What follows belongs to an exercise in optimizing a design on an open flow for small area; a production flow would make more cautious choices.
In this exercise RTL edits were held to simulation tests only and were not proved equivalent to the original.
No activity file was given, so power comes from the tool's default toggle rates.

==> flow/design.v (outline; a module is shown in full before it is edited, if it fits) <==
// module fgtc: 925 lines
// module rg: 13 lines
// module rg2: 13 lines
// module aoi222: 3 lines
// module aoi221: 3 lines
// module aoi22: 3 lines
// module aoi21: 3 lines
// module nd2: 3 lines
module fgtc #(
    parameter [6:0]  P_DEV_ADDR      = 7'h36,
    parameter [7:0]  P_RA_RCOMP0     = 8'h38,
    parameter [7:0]  P_RA_TEMPCO     = 8'h39,
    parameter [7:0]  P_RA_FULLCAPREP = 8'h10,
    parameter [7:0]  P_RA_CYCLES     = 8'h17,
    parameter [7:0]  P_RA_FULLCAPNOM = 8'h23,
    parameter [15:0] P_SETTLE_MS     = 16'd10,
    parameter [15:0] P_POLL_MS       = 16'd1
) (
    input             clk,
    input             rst,           
    input             host_we,
    input      [5:0]  host_addr,
    input      [15:0] host_wdata,
    output     [15:0] host_rdata,
    output            irq,
    output            bus_req,
    output     [2:0]  bus_kind,
    output     [7:0]  bus_byte,
    input             bus_ack,
    input      [7:0]  bus_st,
    input      [7:0]  bus_d,
    output            nv_req,
    output            nv_we,
    output     [15:0] nv_addr,
    output     [15:0] nv_wdata,
    input             nv_ack,
    input      [15:0] nv_rdata,
    input             ms_tick
);
  // ...
==> flow/flow/run.sh <==
#!/bin/bash
# Own layout flow: the standard ORFS flow (standard.sh) with two changes,
# passed to the ORFS scripts through the environment variables they read:
#   - port buffering (global_place.tcl, buffer_ports) uses sky130_fd_sc_hd__buf_1;
#   - clock tree synthesis (cts.tcl) clusters at most 14 sinks within 60 um per
#     sky130_fd_sc_hd__clkbuf_8 leaf buffer and inserts no dummy loads.
# Synthesis, floorplan, power grid, tap cells, placement, timing repair and
# routing are the standard flow's.  make's full output goes to standard.log in
# this folder; ORFS keeps each step's own log under orfs/logs/.
set -euo pipefail
export BUFFER_PORTS_ARGS="-buffer_cell sky130_fd_sc_hd__buf_1"
export CTS_ARGS="-sink_clustering_enable -repair_clock_nets -dont_use_dummy_load -buf_list sky130_fd_sc_hd__clkbuf_8 -sink_clustering_size 14 -sink_clustering_max_diameter 60"
bash standard.sh > standard.log 2>&1
==> flow/standard.sh <==
#!/bin/bash
# synth_recipe.tcl (not shown) runs the flow's synth.tcl, then flattens the netlist and writes it again
# the make line also repeats each setting of config.mk as NAME=value (left out here)
make -C /OpenROAD-flow-scripts/flow DESIGN_CONFIG=/design/flow/config.mk WORK_HOME=/design/flow/orfs CLKGATE_MAP_FILE= SYNTH_SCRIPT=/design/flow/synth_recipe.tcl "${@:-finish}"
==> flow/config.mk <==
export PLATFORM = sky130hd
export DESIGN_NAME = fgtc
export DESIGN_NICKNAME = fgtc
export VERILOG_FILES = /design/flow/design.v
export SDC_FILE = /design/flow/constraint.sdc
export NUM_CORES = 4
export LEC_CHECK = 0
export CAP_MARGIN = 20
export CORE_MARGIN = 2
export CORE_UTILIZATION = 40
export SLEW_MARGIN = 20
export SYNTH_HIERARCHICAL = 1
==> flow/constraint.sdc <==
create_clock -name core_clock -period 10.0 [get_ports {clk}]
set_input_delay 2.0000 -clock core_clock [delete_from_list [all_inputs] [get_ports {clk}]]
set_output_delay 2.0000 -clock core_clock [all_outputs]
set_load 0.01 [all_outputs]
==> summary.md, run 1 <==
| Metric | Value |
|---|---|
| Status | `complete, but fails checks` |
| Violated checks | `negative setup slack` |
| Met1 wire length | `59.0 mm` |
| Total number of vias | `30200` |
| Final setup vio count | `1` |
| Share of layout cells above drive strength 1 | `12.4%` |
| Die Width | `287 um` |
| # Post-CTS Setup Buffers | `0` |
| Sequential power | `2.76 mW` |
| Power Combinational | `~0.34 mW` |
| Cell taking the most area after synthesis | `dfxtp_1` |
| Die area | `approximately 80000 um^2` |
| Non-clk invs | `approximately 100` |
| EDFF count, synth | `0` |
| Multi-input gate area | `16000 um^2` |
| Final min period | `10.04 ns` |
| Routed length on met2 | `56.6 mm` |
| Buffering overhead | `4.40%` |
| Clock group power | `between 1.5 and 2 mW` |
| Worst Setup Slack, final | `-0.0378 ns` |
| FMAX | `99.6 MHz` |
| Reg2Reg Depth | `22` |
| Vias in the first global route | `27000` |
| Placed cell count | `between 4000 and 5000` |
| Largest family of logic cells by synthesized area | `compound AO/OA/AOI/OAI gates` |
| Max_cap viols | `0` |
| Buffers excl. clock | `257` |
| Logic gate share of total power | `about 7.3%` |
| Total power draw | `4.64 mW` |
| Commonest cells in the synthesized netlist | `686 x dfxtp_1, 464 x a22o_1, 226 x a222oi_1` |
| Synthesized area | `32000 um^2` |
| Fin cells | `4360` |
| Largest cells by area after synthesis | `dfxtp_1 43%, a22o_1 13%, a222oi_1 7.1%` |
| Design area | `33900 um^2` |
| Critical Path Max Stage Delay | `0.95 ns` |
| Top-area cell type share of the netlist area | `a little over two fifths` |
| Clock buffer depth | `3` |
| Hold Path Class | `reg2reg` |
| Die Ht | `287 um` |
==> run 2, diff against run 1 <==
--- a/flow/design.v
+++ b/flow/design.v
@@ -88,34 +88,36 @@
     reg  [4:0]  pc;
     reg  [2:0]  ph;
     reg  [3:0]  xi;           
     reg  [2:0]  kk;           
     reg  [3:0]  steps;
     reg         err;
     reg  [7:0]  p_lo;
     reg  [63:0] stage;        
+    reg         rdy;          
+    reg  [5:0]  iaddr_q;      
     wire busy = (state != S_IDLE);
     wire [3:0] op  = cmd[15:12];
     wire [2:0] sub = cmd[2:0];
     wire op_start = (op == 4'h1);
     wire op_stopc = (op == 4'h5);
     wire op_xfer  = (op == 4'h6);
     wire op_wrreg = (op == 4'h8);
     wire op_wrvfy = (op == 4'h9);
     wire op_poll  = (op == 4'hA);
     wire op_lp    = (op == 4'hB);
     wire prim     = (op == 4'h1) || (op == 4'h2) || (op == 4'h3) || (op == 4'h4);
     wire lp_seed  = op_lp && (sub == 3'd2);
     wire lp_push  = op_lp && (sub == 3'd4);
     wire rst_all = rst || (host_we && !busy && (host_addr == 6'h00) && host_wdata[2]);
     wire nrst    = !rst_all;
     assign irq      = ctrl_ie & st_done;
-    assign bus_req  = (state == S_PH);
-    assign nv_req   = (state == S_NV);
+    assign bus_req  = (state == S_PH) && rdy;
+    assign nv_req   = (state == S_NV) && rdy;
     assign bus_kind = ph;
     wire       t_wr   = op_wrreg || (op_wrvfy && pc == P_VB) || lp_push;
     wire [3:0] t_n    = op_xfer ? cmd[3:0] : (t_wr ? 4'd3 : 4'd1);
     wire [3:0] t_m    = op_xfer ? cmd[7:4] : (t_wr ? 4'd0 : 4'd2);
     wire       t_keep = op_xfer & cmd[8];
     reg [5:0] iaddr;          
     always @(*) begin
         case (state)
@@ -140,17 +142,23 @@
                     P_VD:    iaddr = 6'h05;                          
                     P_E2:    iaddr = 6'h2D;                          
                     P_DEC:   iaddr = 6'h0B;                          
                     default: iaddr = 6'h20;                          
                 endcase
             end
         endcase
     end
-    wire [5:0] raddr = busy ? iaddr : host_addr;
+    wire [5:0] raddr = !busy ? host_addr
+                     : (state == S_PH || state == S_NV) ? iaddr_q : iaddr;
+    always @(posedge clk) begin
+        iaddr_q <= iaddr;
+        rdy     <= !rst_all && ((state == S_PH && !(bus_ack && rdy)) ||
+                                (state == S_NV && !(nv_ack && rdy)));
+    end
     reg [63:0] rsel;          
     always @(*) begin
         rsel = 64'd0;
         rsel[raddr] = 1'b1;
     end
     wire [15:0] rmux;
     wire rm0_0, rm0_1, rm0_2, rm0_3, rm0_4, rm0_5, rm0_6, rm0_7, rm0_8, rm0_9, rm0_10, rm0_11, rm0_12, rm0_13;
     wire rm1_0, rm1_1, rm1_2, rm1_3, rm1_4, rm1_5, rm1_6, rm1_7, rm1_8, rm1_9, rm1_10, rm1_11, rm1_12, rm1_13, rm1_14;
@@ -419,23 +427,23 @@
         case (sub)
             3'd0:    lp_ok = 1'b1;
             3'd2:    lp_ok = (st_lp != 2'd0);
             default: lp_ok = (st_lp == 2'd2);
         endcase
     end
     wire hw       = host_we && !busy && (host_addr != 6'h01);
     wire accept   = hw && (host_addr == 6'h02);
-    wire ph_ack   = (state == S_PH) && bus_ack;
+    wire ph_ack   = bus_req && bus_ack;
     wire ph_good  = ph_ack && ph_ok;
     wire ph_fail  = ph_ack && !ph_ok;
     wire rx_good  = ph_good && (ph == K_RXACK || ph == K_RXNACK);
     wire priv     = !prim && !op_xfer;
     wire rxn_priv = rx_good && (ph == K_RXNACK) && priv;
-    wire nv_done  = (state == S_NV) && nv_ack;
+    wire nv_done  = nv_req && nv_ack;
     wire seq      = (state == S_SEQ) && !err;
     wire [15:0] rx_word     = {bus_d, p_lo};
     wire [15:0] pollcnt_inc = pollcnt + 16'd1;
     wire        cmp_eq      = (rmux == (op_poll ? pollcnt_inc : rdata));
     reg         sh_stage;    
     reg         sh_cache;    
     reg         rot;         
     reg         ld_w;        
@@ -457,17 +465,17 @@
                     else begin
                         sh_stage = 1'b1;
                         sh_cache = (kk == 3'd5);
                     end
                 end
             end
             S_NV: begin
                 in_sel = 2'd1;
-                if (nv_ack && pc == P_RD) begin
+                if (nv_done && pc == P_RD) begin
                     sh_stage = 1'b1;
                     sh_cache = (kk == 3'd5);
                 end
             end
             S_WAIT: begin
                 in_sel = 2'd3;
                 ld_w   = ms_tick && (stage[63:48] != 16'd0);
             end
@@ -838,24 +846,24 @@
                     endcase
                 end
             end
             S_WAIT: begin
                 if (stage[63:48] == 16'd0)
                     state <= S_SEQ;
             end
             S_NV: begin
-                if (nv_ack) begin
+                if (nv_done) begin
                     if (pc == P_IND)
                         st_lp <= (nv_rdata == NV_MAGIC) ? 2'd2 : 2'd1;
                     state <= S_SEQ;
                 end
             end
             S_PH: begin
-                if (bus_ack) begin
+                if (ph_ack) begin
                     if (!ph_ok) begin
                         st_err <= 4'd1;
                         err    <= 1'b1;
                         state  <= S_SEQ;
                     end else begin
                         case (ph)
                         K_START: begin
                             st_held <= 1'b1;
==> summary.md, run 2 <==
| Metric | Value |
|---|---|
| Post-synthesis cell type count | `99` |
| Hold Path Origin | `stage[45]` |
| DP HPWL | `~110 mm` |
| PD cells | `about 140 nW/um^2` |
| First-pass GRT wire length | `207 mm` |
| GPL Wtd Cong | `1.11` |
| Max_cap viols | `0 (unchanged)` |
| Post-route setup TNS | `0 ns` |
| Worst setup EP type | `primary output` |
| Cells after Synth | `3311` |
| Max VDD drop | `0.0000941 V` |
| Clk sinks | `693` |
| Reg2reg start | `state[1]` |
| Fin crit share | `between 90% and 100%` |
| Cts bufs inserted | `71` |
| Clock Skew | `0.108 ns` |
| Startpoint types | `input pin` |
| # nets final | `3473` |
| Commonest cells in the synthesized netlist | `693 x dfxtp_1, 472 x a22o_1, 226 x a222oi_1` |
| Status | `finished clean` |
| R2r setup slk | `1.68 ns` |
| Setup WS pre-CTS | `0.674 ns` |
| Commonest non-fill, non-tap cell in the layout | `dfxtp_1` |
| # IOs | `123` |
| FMAX | `104 MHz (+4.9%)` |
| H-tree depth | `3` |
| Worst-Margin Slew | `1.25 ns` |
| DR iter-0 viols | `6540` |
| Post-Syn Area per Cell | `between 9 and 10 um^2` |
| Final min period | `9.57 ns (-0.467 ns)` |
| Hold Fails Final Rpt | `0` |
| Vias in the first global route | `27900 (+3.3%)` |
| Port bufs | `121` |
| Multi-input gate area | `16600 um^2 (+3.9%)` |
| Initial Utilization | `40.6%` |
| Cell taking the most area after synthesis | `dfxtp_1` |
| Post-route ant nets | `0` |
| Post-DR wirelength/cell | `32.9 um` |
| Fraction of registers with async set/reset | `0%` |
| Initial antenna violation count | `5` |
| First-pass detailed-route iteration total | `15` |
| Clock buffer depth | `3 (unchanged)` |
| Top-area cell type share of the netlist area | `42.3% (-0.61 points)` |
| Seq/Total Area, Yosys | `42.3%` |
| Most Crowded Layer GR | `met1` |
| Clk Latency, worst-skew pair | `0.73 ns` |
| Total GRT Usage | `between 30 and 40%` |
| Via density per instance | `about 7` |
| Clk root buf | `clkbuf_8` |
| FF+latch area | `13900 um^2` |
| RSZ-0062 raised after global routing | `false` |
| Worst-path clk slew | `0.09 ns` |
| Met2 usage | `a little under half` |
| Hold_buf cts | `0` |
| Global routing met1 resource utilization | `48.0%` |
| CTS tree | `done` |
| Core area | `80800 um^2` |
| Worst slew margin | `16.6%` |
| Most common cell in the netlist | `dfxtp_1` |
| CP required | `8.00 ns` |
| Hold Path Class | `reg2reg` |
| Post-CTS resize count | `0` |
| Final setup vio count | `0 (-1)` |
| Commonest cells after routing, fill and taps aside | `692 x dfxtp_1, 472 x a22o_1, 226 x a222oi_1, 211 x nor2_1, 150 x nand2_1` |
| Yosys reg bits | `around 690` |
| EDFF count, synth | `0 (unchanged)` |
| CP startpoint | `host_addr[2]` |
| Syn. warnings | `7` |
| Die Ht | `290 um (+1.2%)` |
| Gr ovfl total | `0` |
| Layout filler cell count | `7850` |
| Die area | `84300 um^2 (+2.4%)` |
| Largest net degree at the start of global routing | `66` |
| Syn_nets | `roughly 3400` |
| Share of layout cells above drive strength 1 | `12.9% (+0.51 points)` |
| Worst Setup Slack, final | `0.429 ns (+0.467 ns)` |
| Top FF cell, synth | `dfxtp_1` |
| Data arrival, critical path | `between 7 and 8 ns` |
| Synthesized area | `32800 um^2 (+2.5%)` |
| Regs by FF count | `rxbuf: 128 flops, txbuf: 128 flops, cache: 80 flops` |
| Routed wire length | `between 100 and 150 mm` |
| Total number of vias | `31100 (+3.1%)` |
| LEAKAGE | `12.8 nW` |
| Residual DRC | `0` |
| Crit path max fanout | `13` |
| Largest cells by area after synthesis | `dfxtp_1 42%, a22o_1 13%, a222oi_1 6.9%` |
| Max Slew Vio Count | `0` |
| Critical path class | `in2out` |
| Die Width | `290 um (+1.2%)` |
| GRT met3 Usage | `7.59%` |
| Cell Rows | `about 100` |
| P&R area growth vs syn | `5.86%` |
| # Post-CTS Setup Buffers | `0 (unchanged)` |
-- run 2: changes by cell type in the layout (fill, tap and decap cells not counted), moves of 8 or more --
cell      before  now
nor3_1        44   72
inv_1         94   84
buf_4        136  144
nand4_1       63   80
nand2_1      207  150
or3_1         23   14
dfxtp_1      683  692
a22o_1       464  472
a31oi_1       35   26
a21oi_1      117  132
a211oi_1      10   19
nand2b_1      23   32
-- run 2: cells by family (layout without fill, tap and decap cells) --
kind of cell | count (synthesis) | in the layout | share of synthesized area, %
buffers and inverters | 354 | 426 | 7.47
DFF | 693 | 693 | 42.3
adders and majority gates | 28 | 28 | 1.09
xor gates and xnor gates | 66 | 66 | 1.83
other | 1 | 5 | 0.0114
AOI/OAI and AO/OA | 1309 | 1309 | 33.5
muxes | 34 | 34 | 1.05
and+or+nand+nor | 826 | 826 | 12.7
-- run 2: worst max-delay path: stages --
cell	delay, ns
buf_1	0.32
nor2_1	0.20
o21a_1	0.21
nor3_1	0.41
o32ai_4	0.20
and2_1	0.26
mux2i_1	0.15
nor2_1	0.05
a31oi_1	0.21
buf_4	0.25
or2_2	0.18
nor2_1	0.22
buf_4	0.28
a222oi_1	0.49
nand4_1	0.31
nor4_1	0.79
inv_1	0.38
mux2i_1	0.25
a21oi_1	0.19
buf_1	0.20
-- run 2: power breakdown --
group / internal [mW] / switching, mW / total, mW
Combinational: 0.0870 / 0.290 / 0.377
Clock: 0.633 / 0.963 / 1.60
Sequential: 2.77 / 0.0164 / 2.79
Total: 3.50 / 1.27 / 4.76
-- run 2: cell type report --
class	instances	area share, %
sequential	693	40.0
clock buffer	71	2.82
inverter	87	0.948
antenna	4	0.0288
multi-input combinational	2264	47.9
timing repair buffer	268	4.51
tap	1060	3.82
-- run 2: final timing paths --
path | to | cells past startpoint
worst max register to register | ph[1] | 24
worst min-delay path | stage[29] | 1
worst min register to register | stage[29] | 1
worst max-delay path | bus_byte[1] | 20
-- run 2: per-stage QoR --
stage                     power (mW)  util [%]  instance area, um^2  hold slack, ns  cells
after CTS                       4.76      42.9                34600           0.435   4439
after global routing            4.89      42.9                34700           0.451   4446
after global placement          3.21      41.6                33600           0.452   4365
after floorplan                 3.04         -                32800           0.432   3311
after detailed placement        3.21      41.7                33700           0.453   4368
final                           4.76      42.9                34700           0.437   4447
-- run 2: Yosys stat by module, one instance, submodules excluded, a selection --
module	times used	flip-flops and latches	cell area, um^2	cells
aoi222	194	0	10.0	1
aoi21	4	0	8.76	1
fgtc	1	693	23100	2277
aoi221	2	0	15.0	1
nd2	1	0	3.75	1
-- run 2: layer usage --
layer	vias up	wire (um)	part of all wire (%)
met2	2290	58900	40
li1	13300	-	-
met5	-	131	0.089
met4	6	7190	4.9
met1	15200	61700	42
met3	326	18500	13

[static timing again, ports no longer ideal]
Ports are ideal in the flow. The routed layouts listed here were re-timed in OpenROAD.
Step 1 (the two cells are an assumption about what drives the block):
set clk [get_ports {clk}]
set_driving_cell -lib_cell sky130_fd_sc_hd__clkbuf_16 $clk
set_driving_cell -lib_cell sky130_fd_sc_hd__buf_2 [delete_from_list [all_inputs] $clk]
Step 2 adds t to the input delays and takes it off the output delays; t is the mean of the earliest and latest rising clock arrival at the registers after step 1. Input paths then give back, and output paths get back, about the clock's delay inside the block.
Three values: no drivers, after step 1, after step 2; two values: the first two.
run	t, ns	setup slack, ns	worst setup path at the end	worst register clock-pin slew, ns
run 1	0.744	-0.038 / -0.104 / 0.184	input to output	0.09 / 0.09
run 2	0.738	0.429 / 0.367 / 0.367	input to output	0.10 / 0.10
For run 2, which loses most, drivers alone change the setup slack by -0.062 ns; drivers and shift together by -0.062 ns.
